Source: an optimization exercise on an open RTL-to-GDS flow (aim: small area). Production flows keep margins and buffers that such runs may drop. Only simulation tests tie the RTL to the original design; equivalence was not proved.

== the reference run ==
==> module fspfa_meas, before the edit <==
module fspfa_meas (
    input  wire        clk,
    input  wire        rst,
    input  wire        req_valid,
    output wire        req_ready,
    input  wire        req_op,
    input  wire [7:0]  req_addr,
    input  wire [3:0]  req_idx,
    input  wire [7:0]  req_hi,
    input  wire [7:0]  req_lo,
    input  wire [7:0]  req_eb,
    input  wire [1:0]  req_debug,
    output wire        rsp_valid,
    output wire [63:0] rsp_value,
    output wire [1:0]  rsp_cnt,
    output wire [63:0] rsp_cand,
    output wire [63:0] rsp_prev,
    output wire [1:0]  rsp_prev_cnt,
    output wire [1:0]  rsp_dec_log,
    output wire [2:0]  rsp_filt_log
);
    localparam N   = 36;       
    localparam EW  = 22;       
    localparam F   = 28;       
    localparam W   = F + 1;    
    localparam T   = N - 3;    
    reg [N*EW-1:0] ring;
    reg [1:0] hi;
    reg [3:0] hs;
    reg       fl;              
    reg [4:0] st;
    wire idle = (st == 5'd0);
    wire last = (st == F);
    reg [15:0] cm, pm;
    reg [3:0]  ck, pk;
    reg        stale;
    reg [1:0]  dlog;
    reg        op;
    reg        dcv_nz;
    reg [59:0] x1, x2;
    wire [1:0] inv = req_addr[1:0] - 2'd1;
    assign req_ready = req_valid && (idle || last) && inv == hi && req_idx == hs;
    wire take_req = req_valid && req_ready;
    wire [5:0] lin = {hi, 3'd0} + hi + hs;
    wire stale_h = fl && lin < (N - W);
    wire stale_t = fl && lin < (T - W);
    wire [EW-1:0] e0 = ring[0 +: EW];
    wire [EW-1:0] et = ring[T*EW +: EW];
    wire [EW-1:0] ef = ring[F*EW +: EW];
    wire [15:0] dm;
    wire [3:0]  dk;
    wire [1:0]  dl;
    fspfa_value_decoder u_dec (
        .hi(req_hi), .lo(req_lo), .eb(req_eb), .idx(req_idx), .debug(req_debug),
        .m(dm), .k(dk), .log_code(dl)
    );
    wire [15:0] cm_d = take_req ? dm : cm;
    wire [3:0]  ck_d = take_req ? dk : ck;
    wire [15:0] pm_d = take_req ? (stale_h ? 16'd0 : e0[21:6]) : pm;
    wire [3:0]  pk_d = take_req ? (stale_h ? 4'd0 : e0[5:2]) : pk;
    always @(posedge clk) begin
        cm <= cm_d;
        ck <= ck_d;
        pm <= pm_d;
        pk <= pk_d;
        if (take_req) begin
            stale  <= stale_h;
            dlog   <= req_op ? 2'd0 : dl;
            op     <= req_op;
            dcv_nz <= !stale_t && et[21:6] != 16'd0;
        end
    end
    reg [2:0] cls;
    always @(*) begin
        case (hs)
            4'd1: cls = 3'd0;                     
            4'd2, 4'd3, 4'd4: cls = 3'd1;         
            4'd5, 4'd7, 4'd8: cls = 3'd2;         
            4'd6: cls = 3'd3;                     
            default: cls = 3'd4;                  
        endcase
    end
    wire [1:0] pc = stale ? 2'd0 : ef[1:0];
    wire       take;
    wire [1:0] cnt_out;
    wire [2:0] flog;
    fspfa_sanity_filter u_filt (
        .cls(cls), .cand(x1), .prev(x2), .cnt(pc), .dcv_nz(dcv_nz),
        .take(take), .cnt_out(cnt_out), .log_code(flog)
    );
    wire wb  = last && !op && !rst;
    wire clr = rst || fl;
    wire [EW-1:0] w_in;
    assign w_in[21:6] = (wb && take) ? cm : clr ? 16'd0 : ef[21:6];
    assign w_in[5:2]  = (wb && take) ? ck : clr ? 4'd0 : ef[5:2];
    assign w_in[1:0]  = wb ? cnt_out : clr ? 2'd0 : ef[1:0];
    always @(posedge clk) begin
        ring[EW-1:0] <= ring[N*EW-1 -: EW];
        ring[W*EW-1:EW] <= ring[(W-1)*EW-1:0];
        ring[N*EW-1:(W+1)*EW] <= ring[N*EW-EW-1:W*EW];
        ring[W*EW +: EW] <= w_in;
    end
    always @(posedge clk) begin
        if (rst) begin
            hi <= 2'd0;
            hs <= 4'd0;
            fl <= 1'b1;
            st <= 5'd0;
        end else begin
            if (hs == 4'd8) begin
                hs <= 4'd0;
                hi <= hi + 2'd1;
                if (hi == 2'd3) fl <= 1'b0;
            end else begin
                hs <= hs + 4'd1;
            end
            if (take_req)
                st <= 5'd1;
            else if (last)
                st <= 5'd0;
            else if (!idle)
                st <= st + 5'd1;
        end
    end
    wire [4:0] j    = take_req ? 5'd0 : st;
    wire       ld_c = (j == F - 1 - {ck_d, 1'b0});
    wire       ld_p = (j == F - 2 - {pk_d, 1'b0});
    wire [59:0] x2_10;
    fspfa_times10 u_x10 (.x(x2), .y(x2_10));
    always @(posedge clk) begin
        x1 <= ld_c ? {44'd0, cm_d} : ld_p ? {44'd0, pm_d} : x2_10;
        x2 <= x1;
    end
    assign rsp_valid    = last;
    assign rsp_cand     = {4'd0, x1};
    assign rsp_prev     = {4'd0, x2};
    assign rsp_prev_cnt = pc;
    assign rsp_value    = {4'd0, (op || !take) ? x2 : x1};
    assign rsp_cnt      = op ? pc : cnt_out;
    assign rsp_dec_log  = dlog;
    assign rsp_filt_log = op ? 3'd0 : flog;
endmodule
export LEC_CHECK = 0
export CAP_MARGIN = 20
export CORE_MARGIN = 2
export CORE_UTILIZATION = 50
export PLACE_DENSITY = 0.6
export SLEW_MARGIN = 20
create_clock -name core_clock -period 18.0 [get_ports {clk}]
standard.sh (not shown) runs the stock make flow with config.mk's settings and CLKGATE_MAP_FILE= SYNTH_SCRIPT=/design/flow/synth_recipe.tcl, a recipe that flattens the netlist after the stock synthesis.
==> flow/flow/run.sh <==
#!/bin/bash
set -e
export CTS_ARGS="-sink_clustering_enable -repair_clock_nets -dont_use_dummy_load -sink_clustering_size 18 -sink_clustering_max_diameter 70 -buf_list sky130_fd_sc_hd__clkbuf_8"
export BUFFER_PORTS_ARGS="-buffer_cell sky130_fd_sc_hd__buf_1"
bash standard.sh > standard.log 2>&1
Input changes introduced in the trial run (baseline for comparison: the reference run):
--- a/flow/design.v
+++ b/flow/design.v
@@ -178,9 +178,9 @@
     reg        op;
     reg        dcv_nz;
     reg [59:0] x1, x2;
     wire [1:0] inv = req_addr[1:0] - 2'd1;
-    assign req_ready = req_valid && (idle || last) && inv == hi && req_idx == hs;
+    assign req_ready = (idle || last) && inv == hi && req_idx == hs;
     wire take_req = req_valid && req_ready;
     wire [5:0] lin = {hi, 3'd0} + hi + hs;
     wire stale_h = fl && lin < (N - W);
     wire stale_t = fl && lin < (T - W);
Notes after the runs:
Diff the reference run -> the trial run: clock distribution area overhead in the final layout barely changed; initial cell density of the core barely changed; hold slack dropped 0.021 ns; largest net degree at the start of global routing climbed 6.
Lower vertical extent of the die was reported by the trial run, not the reference run.
Summary — highest achievable clock rate, the trial run relative to the reference run: lower, by about 0.36%.
On the trial run: total die area is 370 um^2 lower than what the reference run gave.
The run with more setup slack is the reference run; the trial run has less.
A slowest stage cell on the critical path of sky130_fd_sc_hd__dfxtp_1 is what the trial run shows, while sky130_fd_sc_hd__o21bai_4 belongs to the reference run.


old:
The RTL this note starts from:
==> flow/design.v <==
module fspfa_value_decoder (
    input  wire [7:0]  hi,
    input  wire [7:0]  lo,
    input  wire [7:0]  eb,
    input  wire [3:0]  idx,
    input  wire [1:0]  debug,
    output wire [15:0] m,
    output wire [3:0]  k,
    output reg  [1:0]  log_code    
);
    reg [3:0] base_k;
    always @(*) begin
        case (idx)
            4'd0: base_k = 4'd3;
            4'd1: base_k = 4'd6;
            4'd2: base_k = 4'd3;
            4'd3: base_k = 4'd4;
            4'd4: base_k = 4'd1;
            4'd5: base_k = 4'd2;
            4'd6: base_k = 4'd1;
            4'd7: base_k = 4'd1;
            default: base_k = 4'd2;
        endcase
    end
    wire        sent  = (eb == 8'd11);
    wire        under = !sent && eb[7] && (eb < 8'hFD);           
    wire        over  = !sent && !eb[7] && (eb > 8'd10);          
    wire [7:0]  e3    = eb + 8'd3;
    wire [15:0] mag   = {hi, lo};
    assign m = (under || over) ? 16'd0 : mag;
    assign k = sent ? base_k : (under || over) ? 4'd0 : e3[3:0];
    always @(*) begin
        log_code = 2'd0;
        if (debug != 2'd0) begin
            if (under) log_code = 2'd1;
            else if (over && mag != 16'd0) log_code = 2'd2;
        end
    end
endmodule
module fspfa_times10 (
    input  wire [59:0] x,
    output wire [59:0] y
);
    localparam K = 31;
    wire [59:0] a = {x[56:0], 3'd0};
    wire [59:0] b = {x[58:0], 1'b0};
    wire [60:0] c;       
    wire [60:0] d;       
    wire [59:0] s0;
    wire [60:0] u;       
    assign c[3] = 1'b0;
    assign d[K] = 1'b0;
    assign u[K] = 1'b1;
    assign y[2:0] = {x[1:0], 1'b0};
    genvar i;
    generate
        for (i = 3; i < K; i = i + 1) begin : g_lo
            assign y[i]   = a[i] ^ b[i] ^ c[i];
            assign c[i+1] = (a[i] & b[i]) | (c[i] & (a[i] ^ b[i]));
        end
        for (i = K; i < 60; i = i + 1) begin : g_hi
            assign s0[i]  = a[i] ^ b[i] ^ d[i];
            assign d[i+1] = (a[i] & b[i]) | (d[i] & (a[i] ^ b[i]));
            assign u[i+1] = u[i] & s0[i];
            assign y[i]   = s0[i] ^ (c[K] & u[i]);
        end
    endgenerate
endmodule
module fspfa_sanity_filter (
    input  wire [2:0]  cls,       
    input  wire [59:0] cand,
    input  wire [59:0] prev,
    input  wire [1:0]  cnt,
    input  wire        dcv_nz,
    output reg         take,      
    output reg  [1:0]  cnt_out,
    output reg  [2:0]  log_code   
);
    localparam [2:0] L_NONE = 3'd0, L_REJECT = 3'd1, L_OVERRIDE = 3'd2,
                     L_SHUTDOWN = 3'd3, L_RECOVERY = 3'd4;
    localparam [23:0] K = 24'd10000000;
    wire [60:0] q;
    wire [60:0] qc;
    wire [61:0] gt;
    assign qc[0] = 1'b0;
    assign gt[0] = 1'b0;
    genvar i;
    generate
        for (i = 0; i < 60; i = i + 1) begin : g_q
            if (i < 24 && K[i]) begin : g_one
                assign q[i]    = ~(prev[i] ^ qc[i]);
                assign qc[i+1] = prev[i] | qc[i];
            end else begin : g_zero
                assign q[i]    = prev[i] ^ qc[i];
                assign qc[i+1] = prev[i] & qc[i];
            end
        end
        assign q[60] = qc[60];
        for (i = 0; i < 61; i = i + 1) begin : g_gt
            if (i < 60) begin : g_c
                assign gt[i+1] = (cand[i] & ~q[i]) | ((cand[i] | ~q[i]) & gt[i]);
            end else begin : g_top
                assign gt[i+1] = ~q[i] & gt[i];
            end
        end
    endgenerate
    wire cand_gt_prev_k = gt[61];
    reg reject;
    always @(*) begin
        take     = 1'b1;
        cnt_out  = 2'd0;
        log_code = L_NONE;
        reject   = 1'b0;
        if (cnt == 2'd3) begin
            log_code = L_OVERRIDE;
        end else begin
            case (cls)
                3'd0: reject = cand > 60'd10000000;
                3'd1: reject = prev != 60'd0 && cand_gt_prev_k;
                3'd2: reject = cand > 60'd100000;
                3'd3: begin
                    if (prev > 60'd200000 && cand < 60'd200000 && dcv_nz) begin
                        log_code = L_SHUTDOWN;
                        cnt_out  = cnt + 2'd1;
                    end else if (cand > 60'd550000) begin
                        reject = 1'b1;
                    end else if (prev < 60'd200000 && cand > 60'd200000) begin
                        log_code = L_RECOVERY;
                    end
                end
                default: reject = cand > 60'd600000;
            endcase
            if (reject) begin
                take     = 1'b0;
                cnt_out  = cnt + 2'd1;
                log_code = L_REJECT;
            end
        end
    end
endmodule
module fspfa_meas (
    input  wire        clk,
    input  wire        rst,
    input  wire        req_valid,
    output wire        req_ready,
    input  wire        req_op,
    input  wire [7:0]  req_addr,
    input  wire [3:0]  req_idx,
    input  wire [7:0]  req_hi,
    input  wire [7:0]  req_lo,
    input  wire [7:0]  req_eb,
    input  wire [1:0]  req_debug,
    output wire        rsp_valid,
    output wire [63:0] rsp_value,
    output wire [1:0]  rsp_cnt,
    output wire [63:0] rsp_cand,
    output wire [63:0] rsp_prev,
    output wire [1:0]  rsp_prev_cnt,
    output wire [1:0]  rsp_dec_log,
    output wire [2:0]  rsp_filt_log
);
    localparam N   = 36;         
    localparam EW  = 22;         
    localparam F   = 28;         
    localparam W   = F + 1;      
    localparam D   = F - 1 - 3;  
    reg [N*EW-1:0] ring;
    reg [1:0] hi;
    reg [3:0] hs;
    reg       fl;                
    reg [4:0] st;
    wire idle = (st == 5'd0);
    wire last = (st == F);
    wire [1:0] inv = req_addr[1:0] - 2'd1;
    wire start = req_valid && (idle || last) && inv == hi && req_idx == hs;
    assign req_ready = req_valid && st == F - 1;
    wire stale_h = fl && hi == 2'd0 && hs < 4'd7;           
    wire stale_d = fl && !(hi == 2'd3 && hs >= 4'd4);      
    wire stale_f = fl && !(hi == 2'd3 && hs == 4'd8);      
    wire [EW-1:0] e0 = ring[0 +: EW];
    wire [EW-1:0] ed = ring[D*EW +: EW];
    wire [EW-1:0] ef = ring[F*EW +: EW];
    wire [15:0] dm;
    wire [3:0]  dk;
    wire [1:0]  dl;
    fspfa_value_decoder u_dec (
        .hi(req_hi), .lo(req_lo), .eb(req_eb), .idx(req_idx), .debug(req_debug),
        .m(dm), .k(dk), .log_code(dl)
    );
    reg [15:0] pm;
    reg [3:0]  pk;
    wire [15:0] pm_d = start ? (stale_h ? 16'd0 : e0[21:6]) : pm;
    wire [3:0]  pk_d = start ? (stale_h ? 4'd0 : e0[5:2]) : pk;
    always @(posedge clk) begin
        pm <= pm_d;
        pk <= pk_d;
    end
    reg [15:0] cm;
    reg [3:0]  ck;
    reg [1:0]  dlog;
    reg        op;
    reg        dcv_nz;
    always @(posedge clk) begin
        cm     <= dm;
        ck     <= dk;
        dlog   <= req_op ? 2'd0 : dl;
        op     <= req_op;
        dcv_nz <= !stale_d && ed[21:6] != 16'd0;
    end
    reg [2:0] cls;
    always @(*) begin
        case (hs)
            4'd1: cls = 3'd0;                     
            4'd2, 4'd3, 4'd4: cls = 3'd1;         
            4'd5, 4'd7, 4'd8: cls = 3'd2;         
            4'd6: cls = 3'd3;                     
            default: cls = 3'd4;                  
        endcase
    end
    wire [1:0] pc = stale_f ? 2'd0 : ef[1:0];
    reg [59:0] x1, x2;
    wire       take;
    wire [1:0] cnt_out;
    wire [2:0] flog;
    fspfa_sanity_filter u_filt (
        .cls(cls), .cand(x1), .prev(x2), .cnt(pc), .dcv_nz(dcv_nz),
        .take(take), .cnt_out(cnt_out), .log_code(flog)
    );
    wire wb  = last && !op && !rst;
    wire clr = rst || fl;
    wire [EW-1:0] w_in;
    assign w_in[21:6] = (wb && take) ? cm : clr ? 16'd0 : ef[21:6];
    assign w_in[5:2]  = (wb && take) ? ck : clr ? 4'd0 : ef[5:2];
    assign w_in[1:0]  = wb ? cnt_out : clr ? 2'd0 : ef[1:0];
    always @(posedge clk) begin
        ring[EW-1:0] <= ring[N*EW-1 -: EW];
        ring[W*EW-1:EW] <= ring[(W-1)*EW-1:0];
        ring[N*EW-1:(W+1)*EW] <= ring[N*EW-EW-1:W*EW];
        ring[W*EW +: EW] <= w_in;
    end
    always @(posedge clk) begin
        if (rst) begin
            hi <= 2'd0;
            hs <= 4'd0;
            fl <= 1'b1;
            st <= 5'd0;
        end else begin
            if (hs == 4'd8) begin
                hs <= 4'd0;
                hi <= hi + 2'd1;
                if (hi == 2'd3) fl <= 1'b0;
            end else begin
                hs <= hs + 4'd1;
            end
            if (start)
                st <= 5'd1;
            else if (last)
                st <= 5'd0;
            else if (!idle)
                st <= st + 5'd1;
        end
    end
    wire [4:0] j    = start ? 5'd0 : st;
    wire       ld_c = (j == F - 1 - {dk, 1'b0});
    wire       ld_p = (j == F - 2 - {pk_d, 1'b0});
    wire [59:0] x2_10;
    fspfa_times10 u_x10 (.x(x2), .y(x2_10));
    always @(posedge clk) begin
        x1 <= ld_c ? {44'd0, dm} : ld_p ? {44'd0, pm_d} : x2_10;
        x2 <= x1;
    end
    assign rsp_valid    = last;
    assign rsp_cand     = {4'd0, x1};
    assign rsp_prev     = {4'd0, x2};
    assign rsp_prev_cnt = pc;
    assign rsp_value    = {4'd0, (op || !take) ? x2 : x1};
    assign rsp_cnt      = op ? pc : cnt_out;
    assign rsp_dec_log  = dlog;
    assign rsp_filt_log = op ? 3'd0 : flog;
endmodule
export LEC_CHECK = 0
export CAP_MARGIN = 20
export CORE_MARGIN = 2
export CORE_UTILIZATION = 70
export PLACE_DENSITY = 0.85
export SLEW_MARGIN = 20
create_clock -name core_clock -period 18.0 [get_ports {clk}]
Scripts as last shown in full above: flow/flow/run.sh
Inputs modified between old and new:
-- flow/design.v --
<<< old, line 42
    output wire [59:0] y
);
    localparam K = 31;
    wire [59:0] a = {x[56:0], 3'd0};
    wire [59:0] b = {x[58:0], 1'b0};
>>> new, line 42
    output wire [59:0] y
);
    localparam K = 40;
    wire [59:0] a = {x[56:0], 3'd0};
    wire [59:0] b = {x[58:0], 1'b0};
<<< old, line 164
    localparam F   = 28;         
    localparam W   = F + 1;      
    localparam D   = F - 1 - 3;  
    reg [N*EW-1:0] ring;
    reg [1:0] hi;
>>> new, line 164
    localparam F   = 28;         
    localparam W   = F + 1;      
    localparam D   = F - 3;      
    reg [N*EW-1:0] ring;
    reg [1:0] hi;
<<< old, line 176
    assign req_ready = req_valid && st == F - 1;
    wire stale_h = fl && hi == 2'd0 && hs < 4'd7;           
    wire stale_d = fl && !(hi == 2'd3 && hs >= 4'd4);      
    wire stale_f = fl && !(hi == 2'd3 && hs == 4'd8);      
    wire [EW-1:0] e0 = ring[0 +: EW];
>>> new, line 176
    assign req_ready = req_valid && st == F - 1;
    wire stale_h = fl && hi == 2'd0 && hs < 4'd7;           
    wire stale_d = fl && !(hi == 2'd3 && hs >= 4'd5);      
    wire stale_f = fl && !(hi == 2'd3 && hs == 4'd8);      
    wire [EW-1:0] e0 = ring[0 +: EW];
<<< old, line 196
        pk <= pk_d;
    end
    reg [15:0] cm;
    reg [3:0]  ck;
    reg [1:0]  dlog;
    reg        op;
    reg        dcv_nz;
    always @(posedge clk) begin
        cm     <= dm;
        ck     <= dk;
        dlog   <= req_op ? 2'd0 : dl;
        op     <= req_op;
        dcv_nz <= !stale_d && ed[21:6] != 16'd0;
    end
    reg [2:0] cls;
    always @(*) begin
>>> new, line 196
        pk <= pk_d;
    end
    reg [1:0]  dlog;
    reg        op;
    always @(posedge clk) begin
        dlog   <= req_op ? 2'd0 : dl;
        op     <= req_op;
    end
    wire dcv_nz = !stale_d && ed[21:6] != 16'd0;
    reg [2:0] cls;
    always @(*) begin
<<< old, line 227
        .take(take), .cnt_out(cnt_out), .log_code(flog)
    );
    wire wb  = last && !op && !rst;
    wire clr = rst || fl;
    wire [EW-1:0] w_in;
    assign w_in[21:6] = (wb && take) ? cm : clr ? 16'd0 : ef[21:6];
    assign w_in[5:2]  = (wb && take) ? ck : clr ? 4'd0 : ef[5:2];
    assign w_in[1:0]  = wb ? cnt_out : clr ? 2'd0 : ef[1:0];
    always @(posedge clk) begin
        ring[EW-1:0] <= ring[N*EW-1 -: EW];
        ring[W*EW-1:EW] <= ring[(W-1)*EW-1:0];
        ring[N*EW-1:(W+1)*EW] <= ring[N*EW-EW-1:W*EW];
        ring[W*EW +: EW] <= w_in;
>>> new, line 222
        .take(take), .cnt_out(cnt_out), .log_code(flog)
    );
    wire wc  = req_ready && !req_op;
    wire wb  = last && !op && !rst;
    wire clr = rst || fl;
    wire [EW-1:0] c_in, w_in;
    assign c_in[21:2] = wc ? {dm, dk} : ring[(F-1)*EW+2 +: 20];
    assign c_in[1:0]  = ring[(F-1)*EW +: 2];
    assign w_in[21:6] = wb ? (take ? ef[21:6] : pm) : clr ? 16'd0 : ef[21:6];
    assign w_in[5:2]  = wb ? (take ? ef[5:2] : pk) : clr ? 4'd0 : ef[5:2];
    assign w_in[1:0]  = wb ? cnt_out : clr ? 2'd0 : ef[1:0];
    always @(posedge clk) begin
        ring[EW-1:0] <= ring[N*EW-1 -: EW];
        ring[F*EW-1:EW] <= ring[(F-1)*EW-1:0];
        ring[F*EW +: EW] <= c_in;
        ring[N*EW-1:(W+1)*EW] <= ring[N*EW-EW-1:W*EW];
        ring[W*EW +: EW] <= w_in;
==> notes.md <==
- new completed end to end with timing, DRC and antenna clean.
- old → new: via count of the first global-routing pass increased by 163 relative to the old numbers, global routing met3 resource utilization increased by 0.27 points relative to the old numbers, cell count increased by about 0.5% relative to the old numbers, maximum frequency closely matched the old numbers.
- Area growth from synthesis to layout delta (old -> new): insignificant

[static timing again, ports no longer ideal]
Ports are ideal in the flow. The routed layouts listed here were re-timed in OpenROAD. Step 1 assumes that a clkbuf_16 drives the clock port and a buf_2 every other input. Step 2 adds t to the input delays and takes it off the output delays; t is the mean of the earliest and latest rising clock arrival at the registers after step 1. Input paths then give back, and output paths get back, about the clock's delay inside the block. a / b / c = ideal / step 1 / step 2; a / b = the first two.
| run | t (ns) | slack for setup (ns) | hold slack, ns | clock arrival spread, ns | pins driven straight from the clock port |
|---|---|---|---|---|---|
| the reference run | 0.679 | 0.862 / 0.807 / 1.487 | 0.306 / 0.306 / 0.306 | 0.079 / 0.079 | 1 |
| the trial run | 0.680 | 0.801 / 0.744 / 1.424 | 0.285 / 0.285 / 0.285 | 0.071 / 0.070 | 1 |
| old | 0.658 | 0.974 / 0.924 / 1.582 | 0.301 / 0.301 / 0.301 | 0.109 / 0.109 | 1 |
| new | 0.734 | 0.950 / 0.898 / 1.552 | 0.291 / 0.291 / 0.291 | 0.077 / 0.077 | 1 |
After both steps every run listed still meets setup and hold.
